What follows belongs to an exercise in optimizing a design on an open flow for small area, a short achievable clock period and few clock cycles per item; a production flow would make more cautious choices.
Where RTL was checked, it was by simulation tests only, not by an equivalence proof against the original.
No activity file was given, so power comes from the tool's default toggle rates.

==> flow/design.v <==
module wk_hash_rom (
  input  wire [7:0] key,
  output wire [3:0] slot
);
  localparam [1023:0] TABLE =
      1024'h73b2b0cff8f67cd4c5923a73fe2bf64b94a09b3ee6efeaa1bc092b6f5fde62ee35ca23d30532ee80e7cc1b23f1b8174ca709484c71a2948ea7a890b79aff8da1af13a2428185736ed550288ca6b0fc5f9990a5436d7b9d8efd59b181cc5840e44cbd47c406d76751d36bdd652f25978c44e918369b22dd161d103073656a0150;
  assign slot = TABLE[{key, 2'b00} +: 4];
endmodule
module wk_dict (
  input  wire        clk,
  input  wire        init,      
  input  wire        upd,       
  input  wire [15:0] sel,       
  input  wire [31:0] word,
  output reg         eq_hi,
  output reg         eq_lo
);
  reg [31:0] dict [0:15];
  reg [15:0] valid;
  reg [31:0] entry;
  integer j;
  always @(*) begin
    entry = 32'd0;
    for (j = 0; j < 16; j = j + 1)
      entry = entry | (dict[j] & {32{sel[j]}});
  end
  wire v = |(valid & sel);
  integer k;
  always @(posedge clk) begin
    eq_hi <= v ? (word[31:10] == entry[31:10]) : (word[31:10] == 22'd0);
    eq_lo <= v ? (word[9:0] == entry[9:0]) : (word[9:0] == 10'd1);
    for (k = 0; k < 16; k = k + 1)
      if (upd && sel[k])
        dict[k] <= word;
    if (init)
      valid <= 16'd0;
    else if (upd)
      valid <= valid | sel;
  end
endmodule
module wkcore (
  input  wire        clk,
  input  wire        rst,
  input  wire        start,
  input  wire        ack,
  input  wire [31:0] page_words,
  input  wire [31:0] dst_cap_words,
  output wire        busy,
  output wire        done,
  output wire [1:0]  err,
  output wire [31:0] length,
  output wire [9:0]  pg_addr,
  output wire        pg_re,
  input  wire [31:0] pg_rdata,
  output reg  [10:0] dst_addr,
  output reg  [31:0] dst_wdata,
  output reg         dst_we
);
  reg        busy_r, done_r;
  reg [1:0]  err_r;
  reg [10:0] len_r;
  assign busy   = busy_r;
  assign done   = done_r;
  assign err    = err_r;
  assign length = {21'd0, len_r};
  reg pw_lo, pw_hi, cap_hi, cap_lo;
  always @(posedge clk) begin
    pw_lo  <= (page_words[15:0] == 16'd1024);
    pw_hi  <= (page_words[31:16] == 16'd0);
    cap_hi <= |dst_cap_words[31:11];
    cap_lo <= (dst_cap_words[10:0] >= 11'd1562);
  end
  wire pw_ok  = pw_lo & pw_hi;
  wire cap_ok = cap_hi | cap_lo;
  wire accept = start & ~busy_r;
  reg  c1;                        
  wire bad    = c1 & ~(pw_ok & cap_ok);
  reg        rd_on;
  reg [10:0] rd_cnt;
  assign pg_re   = rd_on;
  assign pg_addr = rd_cnt[9:0];
  reg        rdv, va, vb, vc;
  reg [31:0] w_a, w_b, w_c;
  reg [3:0]  s_b, s_c;
  reg [15:0] oh_b;
  reg        z_b, z_c, nzv_b;
  wire [3:0] s_a;
  wk_hash_rom u_rom (.key(w_a[17:10]), .slot(s_a));
  always @(posedge clk) begin
    w_a  <= pg_rdata;
    w_b  <= w_a;
    s_b  <= s_a;
    oh_b <= 16'd1 << s_a;
    z_b  <= (w_a == 32'd0);
    nzv_b <= va & (w_a != 32'd0);
    w_c  <= w_b;
    s_c  <= s_b;
    z_c  <= z_b;
  end
  reg  [10:0] ci;                 
  reg         fin;                
  wire        p2   = ci[10];
  wire        last = (ci[9:0] == 10'd1023);
  wire eq_hi, eq_lo;
  reg  dinit;
  always @(posedge clk)
    dinit <= accept | (vc & ~p2 & (ci[9:0] == 10'd1021));
  wk_dict u_dict (
    .clk   (clk),
    .init  (dinit),
    .upd   (nzv_b),
    .sel   (oh_b),
    .word  (w_b),
    .eq_hi (eq_hi),
    .eq_lo (eq_lo)
  );
  wire       nz   = vc & ~z_c;
  wire       qsym = nz & eq_hi;               
  wire       lsym = nz & eq_hi & ~eq_lo;      
  wire       miss = nz & ~eq_hi;              
  wire [1:0] tag  = {~z_c & (~eq_hi | eq_lo), ~z_c & eq_hi};
  reg [10:0] fptr;      
  reg [2:0]  q_mod;     
  reg [1:0]  l_mod;     
  reg [10:0] lptr;      
  reg [31:0] qacc;
  reg [19:0] lacc;
  reg [31:4] tacc;      
  reg [3:0]  t01;       
  reg [3:0]  tp01;      
  reg        qpend, tpend, h3w;
  wire       pass1 = vc & ~p2;
  wire       padq  = fin & (q_mod != 3'd0);
  wire       padl  = fin & (l_mod != 2'd0);
  wire       q_in  = (p2 & qsym) | padq;
  wire       l_in  = (p2 & lsym) | padl;
  wire [3:0] q_sym = fin ? 4'd0  : s_c;
  wire [9:0] l_sym = fin ? 10'd0 : w_c[9:0];
  reg        q7, l2;                            
  wire       lc    = l_in & l2;                 
  wire       qc    = q_in & q7;                 
  wire       tc    = vc & p2 & (ci[3:0] == 4'd15);
  wire       hdr1  = vc & p2 & (ci[9:0] == 10'd0);
  wire       hdr2  = vc & p2 & (ci[9:0] == 10'd1);
  wire [6:0] t_addr = {~|ci[9:4], ci[9:4]} + 7'd3;
  wire       idle_f = fin & ~padq & ~padl & ~qpend & ~tpend;
  wire wr_f  = pass1 & miss;
  wire wr_l  = ~pass1 & lc;
  wire wr_qp = ~pass1 & ~lc & qpend;
  wire wr_q  = ~pass1 & ~lc & ~qpend & qc;
  wire wr_t  = ~pass1 & ~lc & ~qpend & ~qc & tpend;
  wire wr_h1 = ~pass1 & ~lc & ~qpend & ~qc & ~tpend & hdr1;
  wire wr_h2 = ~pass1 & ~lc & ~qpend & ~qc & ~tpend & hdr2;
  wire wr_h3 = idle_f & ~h3w;
  wire finish = idle_f & h3w;
  always @(posedge clk) begin
    if (rst) begin
      busy_r <= 1'b0;
      done_r <= 1'b0;
      err_r  <= 2'd0;
      len_r  <= 11'd0;
      c1     <= 1'b0;
      rd_on  <= 1'b0;
      rd_cnt <= 11'd0;
      rdv    <= 1'b0;
      va     <= 1'b0;
      vb     <= 1'b0;
      vc     <= 1'b0;
      dst_we <= 1'b0;
      fin    <= 1'b0;
      qpend  <= 1'b0;
      tpend  <= 1'b0;
    end else begin
      c1 <= accept;
      if (accept) begin
        busy_r <= 1'b1;
        done_r <= 1'b0;
        err_r  <= 2'd0;
        len_r  <= 11'd0;
        rd_on  <= 1'b1;
      end else if (bad) begin
        busy_r <= 1'b0;
        done_r <= 1'b1;
        err_r  <= pw_ok ? 2'd2 : 2'd1;
        rd_on  <= 1'b0;
      end else if (finish) begin
        busy_r <= 1'b0;
        done_r <= 1'b1;
        len_r  <= lptr;
      end else if (done_r & ack) begin
        done_r <= 1'b0;
        err_r  <= 2'd0;
      end else if (rd_on & (rd_cnt == 11'd2047)) begin
        rd_on  <= 1'b0;
      end
      if (bad)
        rd_cnt <= 11'd0;
      else if (rd_on)
        rd_cnt <= rd_cnt + 11'd1;
      rdv <= rd_on & ~bad;
      va  <= rdv;
      vb  <= va;
      vc  <= vb;
      dst_we <= wr_f | wr_l | wr_qp | wr_q | wr_t | wr_h1 | wr_h2 | wr_h3;
      if (c1) begin
        fin   <= 1'b0;
        qpend <= 1'b0;
        tpend <= 1'b0;
      end else begin
        if (vc & p2 & last)
          fin <= 1'b1;
        else if (finish)
          fin <= 1'b0;
        if (wr_l & qc)
          qpend <= 1'b1;
        else if (wr_qp)
          qpend <= 1'b0;
        if (tc)
          tpend <= 1'b1;
        else if (wr_t)
          tpend <= 1'b0;
      end
    end
  end
  wire [2:0] q_mod_n = c1 ? 3'd0 :
                       pass1 ? (last ? 3'd0 : q_mod + {2'd0, qsym}) :
                       q_mod + {2'd0, q_in};
  wire [1:0] l_mod_n = (c1 | (~pass1 & l_in & l2)) ? 2'd0 :
                       l_mod + {1'b0, ~pass1 & l_in};
  always @(posedge clk) begin
    q_mod <= q_mod_n;
    l_mod <= l_mod_n;
    q7 <= (q_mod_n == 3'd7);
    l2 <= (l_mod_n == 2'd2);
  end
  always @(posedge clk) begin
    if (c1) begin
      ci    <= 11'd0;
      fptr  <= 11'd68;
      lptr  <= 11'd68;
      h3w   <= 1'b0;
    end else begin
      if (vc)
        ci <= ci + 11'd1;
      if (pass1) begin
        if (miss | (qsym & (q_mod == 3'd0)))
          lptr <= lptr + 11'd1;
      end else begin
        if (q_in)
          qacc[4*q_mod +: 4] <= q_sym;
        if (l_in & ~l2) begin
          if (l_mod[0])
            lacc[19:10] <= l_sym;
          else
            lacc[9:0] <= l_sym;
        end
      end
      if (vc & p2) begin
        if (ci[3:1] == 3'd0)
          t01[2*ci[0] +: 2] <= tag;
        else
          tacc[2*ci[3:0] +: 2] <= tag;
      end
      if (tc)
        tp01 <= t01;
      if (wr_f | wr_qp | wr_q)
        fptr <= fptr + 11'd1;
      if (wr_l)
        lptr <= lptr + 11'd1;
      if (wr_h3)
        h3w <= 1'b1;
    end
    if (pass1) begin
      dst_addr  <= fptr;
      dst_wdata <= w_c;
    end else if (lc) begin
      dst_addr  <= lptr;
      dst_wdata <= {2'b00, l_sym, lacc[19:0]};
    end else if (qpend | qc) begin
      dst_addr  <= fptr;
      dst_wdata <= {qpend ? qacc[31:28] : q_sym, qacc[27:0]};
    end else if (tpend) begin
      dst_addr  <= {4'd0, t_addr};
      dst_wdata <= {tacc[31:4], tp01};
    end else begin
      dst_addr  <= hdr1 ? 11'd1 : hdr2 ? 11'd2 : 11'd3;
      dst_wdata <= {21'd0, hdr1 ? fptr : lptr};
    end
  end
endmodule
Settings: LEC_CHECK=0, CAP_MARGIN=20, CORE_MARGIN=2, CORE_UTILIZATION=65, SLEW_MARGIN=20; clock period 11.0 ns.
standard.sh (not shown) runs the stock make flow with config.mk's settings and CLKGATE_MAP_FILE= SYNTH_SCRIPT=/design/flow/synth_recipe.tcl, a recipe that flattens the netlist after the stock synthesis.
==> flow/flow/run.sh <==
#!/bin/bash
# Layout flow: the standard flow (standard.sh), with changes in how
# the layout is made:
#  - the port buffers are buf_2 cells instead of the cell buffer_ports picks;
#  - timing repair after CTS and global routing aims for more setup slack;
#  - clock tree synthesis uses clusters of up to 25 sinks and no dummy loads.
# The constraints (constraint.sdc, clock period) are used unchanged.
set -o pipefail
bash standard.sh \
  "BUFFER_PORTS_ARGS=-buffer_cell sky130_fd_sc_hd__buf_2" \
  SETUP_SLACK_MARGIN=7.5 \
  "CTS_ARGS=-sink_clustering_enable -repair_clock_nets -dont_use_dummy_load -sink_clustering_size 25 -sink_clustering_max_diameter 80" \
  finish > standard.log 2>&1
Change:
--- a/flow/design.v
+++ b/flow/design.v
@@ -223,4 +223,5 @@
     end
   end
+  integer i;
   wire [2:0] q_mod_n = c1 ? 3'd0 :
                        pass1 ? (last ? 3'd0 : q_mod + {2'd0, qsym}) :
@@ -247,6 +248,7 @@
           lptr <= lptr + 11'd1;
       end else begin
-        if (q_in)
-          qacc[4*q_mod +: 4] <= q_sym;
+        for (i = 0; i < 8; i = i + 1)
+          if (q_in && q_mod == i[2:0])
+            qacc[4*i +: 4] <= q_sym;
         if (l_in & ~l2) begin
           if (l_mod[0])
@@ -256,10 +258,10 @@
         end
       end
-      if (vc & p2) begin
-        if (ci[3:1] == 3'd0)
-          t01[2*ci[0] +: 2] <= tag;
-        else
-          tacc[2*ci[3:0] +: 2] <= tag;
-      end
+      for (i = 0; i < 2; i = i + 1)
+        if (vc && p2 && ci[3:0] == i[3:0])
+          t01[2*i +: 2] <= tag;
+      for (i = 2; i < 16; i = i + 1)
+        if (vc && p2 && ci[3:0] == i[3:0])
+          tacc[2*i +: 2] <= tag;
       if (tc)
         tp01 <= t01;
Result: Final area falls by a few percent. Power falls slightly. Setup slack improved by 0.031 ns. First-iteration DRC count falls by about a fifth. Synthesized area falls by a few percent. Die area falls by a few percent. Sequential share of layout area rises by 2.3 points. Sequential power barely changes. Hold slack improved by 0.013 ns. Count of clock-buffer cells in the layout falls by 3.
Testbench counts after the change, summed over its fixed seeds: cycles 65,908, items 32.
The RTL of the first run of this note was laid out without a check of its function.

* * *

Another version of the RTL of wkcore (not shown whole).
Size: ~2200 cells after synthesis, roughly 820 flip-flops.
==> module wk_dict, before the edit <==
module wk_dict (
  input  wire        clk,
  input  wire        init,      
  input  wire        upd,       
  input  wire [15:0] sel,       
  input  wire [31:0] word,
  output reg         eq_hi,
  output reg         eq_lo
);
  localparam [31:0] GT = 32'h9d823896;    
  wire [7:0]  k    = word[17:10];
  wire        g    = GT[{k[7], k[4], k[3], k[2], k[0]}];
  wire [5:0]  code = {k[7] ^ k[0], k[6], k[5] ^ k[0], k[4] ^ k[0], k[2], k[1]} ^ {{5{g}}, 1'b0};
  wire [29:0] wt   = {word[31:18], code, word[9:0]};
  wire [29:0] dwr0 = init ? {14'd0, 6'd0, 10'd1} : wt;
  wire [29:0] dwr1 = {dwr0[29:11], dwr0[10] | init, dwr0[9:0]};
  wire [29:0] dwr2 = {dwr0[29:12], dwr0[11] | init, dwr0[10:0]};
  reg [29:0] dict [0:15];
  reg [29:0] entry;
  integer j;
  always @(*) begin
    entry = 30'd0;
    for (j = 0; j < 16; j = j + 1)
      entry = entry | (dict[j] & {30{sel[j]}});
  end
  integer n;
  always @(posedge clk) begin
    eq_hi <= (wt[29:10] == entry[29:10]);
    eq_lo <= (wt[9:0] == entry[9:0]);
    for (n = 0; n < 16; n = n + 1)
      if (init || (upd && sel[n]))
        dict[n] <= (n == 5 || n == 6 || n == 13) ? dwr1 : (n == 8) ? dwr2 : dwr0;
  end
endmodule
==> flow/config.mk <==
export PLATFORM = sky130hd
export DESIGN_NAME = wkcore
export DESIGN_NICKNAME = wkcore
export VERILOG_FILES = /design/flow/design.v
export SDC_FILE = /design/flow/constraint.sdc
export NUM_CORES = 4
export LEC_CHECK = 0
export CAP_MARGIN = 20
export CORE_MARGIN = 2
export CORE_UTILIZATION = 65
export SLEW_MARGIN = 20
==> flow/constraint.sdc <==
create_clock -name core_clock -period 11.0 [get_ports {clk}]
set_input_delay 2.2000 -clock core_clock [delete_from_list [all_inputs] [get_ports {clk}]]
set_output_delay 2.2000 -clock core_clock [all_outputs]
set_load 0.01 [all_outputs]
==> flow/flow/run.sh <==
#!/bin/bash
# Layout flow: the standard flow (standard.sh), with changes in how
# the layout is made:
#  - the port buffers are buf_2 cells instead of the cell buffer_ports picks;
#  - timing repair after CTS and global routing aims for more setup slack;
#  - clock tree synthesis uses clusters of up to 25 sinks and no dummy loads.
# The constraints (constraint.sdc, clock period) are used unchanged.
set -o pipefail
bash standard.sh \
  "BUFFER_PORTS_ARGS=-buffer_cell sky130_fd_sc_hd__buf_2" \
  SETUP_SLACK_MARGIN=7.7 \
  "CTS_ARGS=-sink_clustering_enable -repair_clock_nets -dont_use_dummy_load -sink_clustering_size 25 -sink_clustering_max_diameter 80" \
  finish > standard.log 2>&1
Testbench counts at the start, summed over its fixed seeds: cycles 65,908, items 32.
Next try:
--- a/flow/design.v
+++ b/flow/design.v
@@ -14,31 +14,28 @@
   input  wire [31:0] word,
   output reg         eq_hi,
   output reg         eq_lo
 );
-  localparam [31:0] GT = 32'h9d823896;    
-  wire [7:0]  k    = word[17:10];
-  wire        g    = GT[{k[7], k[4], k[3], k[2], k[0]}];
-  wire [5:0]  code = {k[7] ^ k[0], k[6], k[5] ^ k[0], k[4] ^ k[0], k[2], k[1]} ^ {{5{g}}, 1'b0};
-  wire [29:0] wt   = {word[31:18], code, word[9:0]};
-  wire [29:0] dwr0 = init ? {14'd0, 6'd0, 10'd1} : wt;
-  wire [29:0] dwr1 = {dwr0[29:11], dwr0[10] | init, dwr0[9:0]};
-  wire [29:0] dwr2 = {dwr0[29:12], dwr0[11] | init, dwr0[10:0]};
-  reg [29:0] dict [0:15];
-  reg [29:0] entry;
+  wire [7:0]  k  = word[17:10];
+  wire [6:0]  kt = {k[7] ^ k[0], k[6], k[5] ^ k[0], k[4] ^ k[0], k[3] ^ k[0], k[2], k[1]};
+  wire [30:0] wt = {word[31:18], kt, word[9:0]};
+  wire [30:0] dwr   = init ? {14'd0, 7'd0, 10'd1} : wt;
+  wire [30:0] dwr13 = {dwr[30:11], dwr[10] | init, dwr[9:0]};
+  reg [30:0] dict [0:15];
+  reg [30:0] entry;
   integer j;
   always @(*) begin
-    entry = 30'd0;
+    entry = 31'd0;
     for (j = 0; j < 16; j = j + 1)
-      entry = entry | (dict[j] & {30{sel[j]}});
+      entry = entry | (dict[j] & {31{sel[j]}});
   end
   integer n;
   always @(posedge clk) begin
-    eq_hi <= (wt[29:10] == entry[29:10]);
+    eq_hi <= (wt[30:10] == entry[30:10]);
     eq_lo <= (wt[9:0] == entry[9:0]);
     for (n = 0; n < 16; n = n + 1)
       if (init || (upd && sel[n]))
-        dict[n] <= (n == 5 || n == 6 || n == 13) ? dwr1 : (n == 8) ? dwr2 : dwr0;
+        dict[n] <= (n == 13) ? dwr13 : dwr;
   end
 endmodule
 module wkcore (
   input  wire        clk,
After rerunning: Maximum frequency barely changes; cell area rose by 1.2%; critical path depth does not change; synthesized area went up by 1.2%; non-clock buffer count decreases by 4; synthesized cell count goes up by 0.79%; wire length is higher by 3.2%; sequential share of layout area rises by 0.61 points; sequential power goes up by about 1%; setup slack degrades by 0.0061 ns; clock-buffer cell count is higher by 2.
Testbench counts after the change, summed over its fixed seeds: cycles 65,908, items 32.

==> afterwards: timing with drivers on the ports <==
In the flow no input, the clock included, has a driving cell. The finished layouts below were timed again as built, in two steps.
Step 1 assumes that a clkbuf_16 drives the clock port and a buf_2 every other input.
Step 2 also shifts input and output timing later by t, the mid clock arrival at the registers, as if the neighbouring blocks saw the same clock.
Three values: no drivers, after step 1, after step 2; two values: the first two.
run	t, ns	setup slack, ns	pins driven straight from the clock port
the first run of note 1	0.655	7.578 / 7.544 / 7.520	1
the second run of note 1	0.637	7.609 / 7.550 / 7.594	1
the first run of note 2	0.636	7.733 / 7.675 / 7.601	1
the second run of note 2	0.631	7.727 / 7.667 / 7.627	1
After both steps every run listed still meets setup and hold. The setup slack of the first run of note 2, which loses most, moves by -0.058 ns with the drivers and by -0.132 ns with both steps.
